What follows belongs to an exercise in optimizing a design on an open flow for small area, a short achievable clock period and few clock cycles per item; a production flow would make more cautious choices. The RTL was checked by simulation tests, not by an equivalence proof against the original design.

==> wip/pepper: inputs <==
Design gf128_unit, start of the top module:
module gf128_unit (
    input  wire         clk,
    input  wire         rst,
    input  wire         in_valid,
    output wire         in_ready,
    input  wire [1:0]   in_op,
    input  wire [127:0] in_data,
    output reg          out_valid,
    output reg          out_err,
    output wire [127:0] out_data
);
clock: 5.0 ns
lec_check: 0
cap_margin: 20
core_margin: 2
core_utilization: 40
place_density: 0.6
setup_slack_margin: 1.75
slew_margin: 20
run.sh (not shown) runs the stock make flow with config.mk's settings and CLKGATE_MAP_FILE= SYNTH_SCRIPT=/design/flow/synth_recipe.tcl, a recipe that flattens the netlist after the stock synthesis.
==> wip/sierra: changes against wip/pepper <==
--- a/flow/design.v
+++ b/flow/design.v
@@ -18,16 +18,17 @@
     reg [127:0] h;         
     reg         hvalid;
     reg [127:0] acc;       
     reg         acc_zero;  
     reg         c_valid;
     reg [1:0]   c_op;
     reg [127:0] c_x;       
     reg [1:0] step;
+    reg [127:0] zr;        
     assign out_data = acc;
     wire mul_cmd  = (c_op[0] ^ c_op[1]) & hvalid;    
     wire last     = (step == NS - 1);
     wire done_now = c_valid & (!mul_cmd | last);
     assign in_ready = !c_valid | done_now;
     wire accept   = in_valid & in_ready & !rst;
     wire [127:0] hp, dp;
     wire [D-1:0] dg;       
@@ -36,22 +37,17 @@
         for (gi = 0; gi < 128; gi = gi + 1) begin : g_rev
             assign hp[gi] = h[127 - gi];
             assign dp[gi] = in_data[127 - gi];
         end
         for (gi = 0; gi < D; gi = gi + 1) begin : g_dig
             assign dg[gi] = c_x[D - 1 - gi];
         end
     endgenerate
-    wire [127:0] zs;
-    generate
-        for (gi = 0; gi < 128; gi = gi + 1) begin : g_zs
-            assign zs[gi] = (step != 0) & acc[127 - gi];
-        end
-    endgenerate
+    wire [127:0] zs = (step == 0) ? 128'd0 : zr;
     wire [158:0] s;
     assign s[0] = (dg[0] & hp[0]);
     assign s[1] = ((dg[0] & hp[1]) ^ (dg[1] & hp[0]));
     assign s[2] = ((dg[2] & hp[0]) ^ ((dg[0] & hp[2]) ^ (dg[1] & hp[1])));
     assign s[3] = (((dg[0] & hp[3]) ^ (dg[1] & hp[2])) ^ ((dg[2] & hp[1]) ^ (dg[3] & hp[0])));
     assign s[4] = (((dg[2] & hp[2]) ^ (dg[3] & hp[1])) ^ ((dg[4] & hp[0]) ^ ((dg[0] & hp[4]) ^ (dg[1] & hp[3]))));
     assign s[5] = (((dg[4] & hp[1]) ^ (dg[5] & hp[0])) ^ (((dg[0] & hp[5]) ^ (dg[1] & hp[4])) ^ ((dg[2] & hp[3]) ^ (dg[3] & hp[2]))));
     assign s[6] = (((dg[6] & hp[0]) ^ ((dg[0] & hp[6]) ^ (dg[1] & hp[5]))) ^ (((dg[2] & hp[4]) ^ (dg[3] & hp[3])) ^ ((dg[4] & hp[2]) ^ (dg[5] & hp[1]))));
@@ -466,27 +462,27 @@
     assign znd[127] = ((zs[95] ^ dp[127]) ^ s[127]);
     wire [127:0] zw, zwd;   
     generate
         for (gi = 0; gi < 128; gi = gi + 1) begin : g_out
             assign zw[127 - gi]  = zn[gi];
             assign zwd[127 - gi] = znd[gi];
         end
     endgenerate
-    wire mul_run = c_valid & mul_cmd;           
-    wire mul_we  = mul_run & last;              
+    wire mul_we  = c_valid & mul_cmd & last;
     wire load_we = c_valid & (c_op == OP_LOADZ);
     wire acc_zero_next = rst | (acc_zero & !(mul_we | load_we));
-    wire [127:0] acc_next = mul_run ? zw : (load_we ? c_x : acc);
+    wire [127:0] acc_next = mul_we ? zw : (load_we ? c_x : acc);
     wire in_fold = (in_op == OP_FOLD) & !acc_zero_next;
     wire [127:0] x_next = !in_fold ? in_data :
                           mul_we   ? zwd : ((load_we ? c_x : acc) ^ in_data);
     always @(posedge clk) begin
         acc      <= acc_next;
         acc_zero <= acc_zero_next;
+        zr       <= zn;
         if (accept) begin
             c_op <= in_op;
             c_x  <= x_next;
             step <= 0;
         end else begin
             c_x  <= c_x >> D;
             step <= step + 1'b1;
         end
Settings changed: SETUP_SLACK_MARGIN 1.75 to 1.0.
==> wip/yarrow: changes against wip/pepper <==
--- a/flow/design.v
+++ b/flow/design.v
@@ -18,16 +18,17 @@
     reg [127:0] h;         
     reg         hvalid;
     reg [127:0] acc;       
     reg         acc_zero;  
     reg         c_valid;
     reg [1:0]   c_op;
     reg [127:0] c_x;       
     reg [1:0] step;
+    reg [127:0] zr;        
     assign out_data = acc;
     wire mul_cmd  = (c_op[0] ^ c_op[1]) & hvalid;    
     wire last     = (step == NS - 1);
     wire done_now = c_valid & (!mul_cmd | last);
     assign in_ready = !c_valid | done_now;
     wire accept   = in_valid & in_ready & !rst;
     wire [127:0] hp, dp;
     wire [D-1:0] dg;       
@@ -36,22 +37,17 @@
         for (gi = 0; gi < 128; gi = gi + 1) begin : g_rev
             assign hp[gi] = h[127 - gi];
             assign dp[gi] = in_data[127 - gi];
         end
         for (gi = 0; gi < D; gi = gi + 1) begin : g_dig
             assign dg[gi] = c_x[D - 1 - gi];
         end
     endgenerate
-    wire [127:0] zs;
-    generate
-        for (gi = 0; gi < 128; gi = gi + 1) begin : g_zs
-            assign zs[gi] = (step != 0) & acc[127 - gi];
-        end
-    endgenerate
+    wire [127:0] zs = (step == 0) ? 128'd0 : zr;
     wire [158:0] s;
     assign s[0] = (dg[0] & hp[0]);
     assign s[1] = ((dg[0] & hp[1]) ^ (dg[1] & hp[0]));
     assign s[2] = ((dg[2] & hp[0]) ^ ((dg[0] & hp[2]) ^ (dg[1] & hp[1])));
     assign s[3] = (((dg[0] & hp[3]) ^ (dg[1] & hp[2])) ^ ((dg[2] & hp[1]) ^ (dg[3] & hp[0])));
     assign s[4] = (((dg[2] & hp[2]) ^ (dg[3] & hp[1])) ^ ((dg[4] & hp[0]) ^ ((dg[0] & hp[4]) ^ (dg[1] & hp[3]))));
     assign s[5] = (((dg[4] & hp[1]) ^ (dg[5] & hp[0])) ^ (((dg[0] & hp[5]) ^ (dg[1] & hp[4])) ^ ((dg[2] & hp[3]) ^ (dg[3] & hp[2]))));
     assign s[6] = (((dg[6] & hp[0]) ^ ((dg[0] & hp[6]) ^ (dg[1] & hp[5]))) ^ (((dg[2] & hp[4]) ^ (dg[3] & hp[3])) ^ ((dg[4] & hp[2]) ^ (dg[5] & hp[1]))));
@@ -466,27 +462,27 @@
     assign znd[127] = ((zs[95] ^ dp[127]) ^ s[127]);
     wire [127:0] zw, zwd;   
     generate
         for (gi = 0; gi < 128; gi = gi + 1) begin : g_out
             assign zw[127 - gi]  = zn[gi];
             assign zwd[127 - gi] = znd[gi];
         end
     endgenerate
-    wire mul_run = c_valid & mul_cmd;           
-    wire mul_we  = mul_run & last;              
+    wire mul_we  = c_valid & mul_cmd & last;
     wire load_we = c_valid & (c_op == OP_LOADZ);
     wire acc_zero_next = rst | (acc_zero & !(mul_we | load_we));
-    wire [127:0] acc_next = mul_run ? zw : (load_we ? c_x : acc);
+    wire [127:0] acc_next = mul_we ? zw : (load_we ? c_x : acc);
     wire in_fold = (in_op == OP_FOLD) & !acc_zero_next;
     wire [127:0] x_next = !in_fold ? in_data :
                           mul_we   ? zwd : ((load_we ? c_x : acc) ^ in_data);
     always @(posedge clk) begin
         acc      <= acc_next;
         acc_zero <= acc_zero_next;
+        zr       <= zn;
         if (accept) begin
             c_op <= in_op;
             c_x  <= x_next;
             step <= 0;
         end else begin
             c_x  <= c_x >> D;
             step <= step + 1'b1;
         end
Settings changed: SETUP_SLACK_MARGIN 1.75 to 1.5.
==> qor summary <==
                                                           wip/pepper      wip/sierra      wip/yarrow
Count of different cell masters after synthesis                    40              39              39
Vias per inst                                                    6.06            5.94            6.03
Wire length on met1                                        144,000 um      141,000 um      145,000 um
# nets final                                                   11,200          11,000          11,300
Worst max-slew margin expressed relative to the limit           0.189           0.143           0.272
Post-synthesis average cell area                           6.80 sq um      6.97 sq um      6.97 sq um
Cell area after placement                                79,100 sq um    82,800 sq um    82,800 sq um
Detailed router's first-iteration violation count              15,600          14,300          16,000
Synth Area in Adders                                         0.000682        0.000659        0.000659
Number of multi-input combinational cells                       9,431           9,414           9,414
Status                                                 finished clean  finished clean  finished clean
Final Worst Setup Slack                                       1.54 ns        0.856 ns         1.27 ns
Worst R2R Path Depth                                               13              12              13
Seq area share                                                  0.105           0.139           0.132
CTS sink cnt                                                      393             521             521
Testbench counts of wip/pepper, summed over its fixed seeds: cycles 2,760, items 672.
Testbench counts of wip/sierra, summed over its fixed seeds: cycles 2,760, items 672.
Testbench counts of wip/yarrow, summed over its fixed seeds: cycles 2,760, items 672.

static timing again, ports no longer ideal:
How much do the figures lean on ideal ports? The routed layouts below were timed once more, with nothing changed but the port constraints. Step 1: set_driving_cell puts a clkbuf_16 on clk and a buf_2 on each other input, an assumption about the parent block. Step 2 times the ports against the registers' clock, not the clock port: input delays grow and output delays shrink by t, the midpoint of the rising clock arrivals with the driver on. a / b / c = ideal ports / drivers / drivers and shift; a / b = the first two.
| run | shift t [ns] | setup slack, ns | worst setup path at the end | worst data-port slew with drivers (ns) |
|---|---|---|---|---|
| wip/pepper | 0.783 | 1.537 / 1.537 / 1.407 | input to register | 0.07 |
| wip/sierra | 0.821 | 0.856 / 0.856 / 0.856 | register to register | 0.11 |
| wip/yarrow | 0.835 | 1.268 / 1.268 / 0.938 | input to register | 0.11 |
After both steps setup and hold are still met in every run listed. The setup slack of wip/yarrow, which loses most, moves by 0.000 ns with the drivers and by -0.330 ns with both steps.
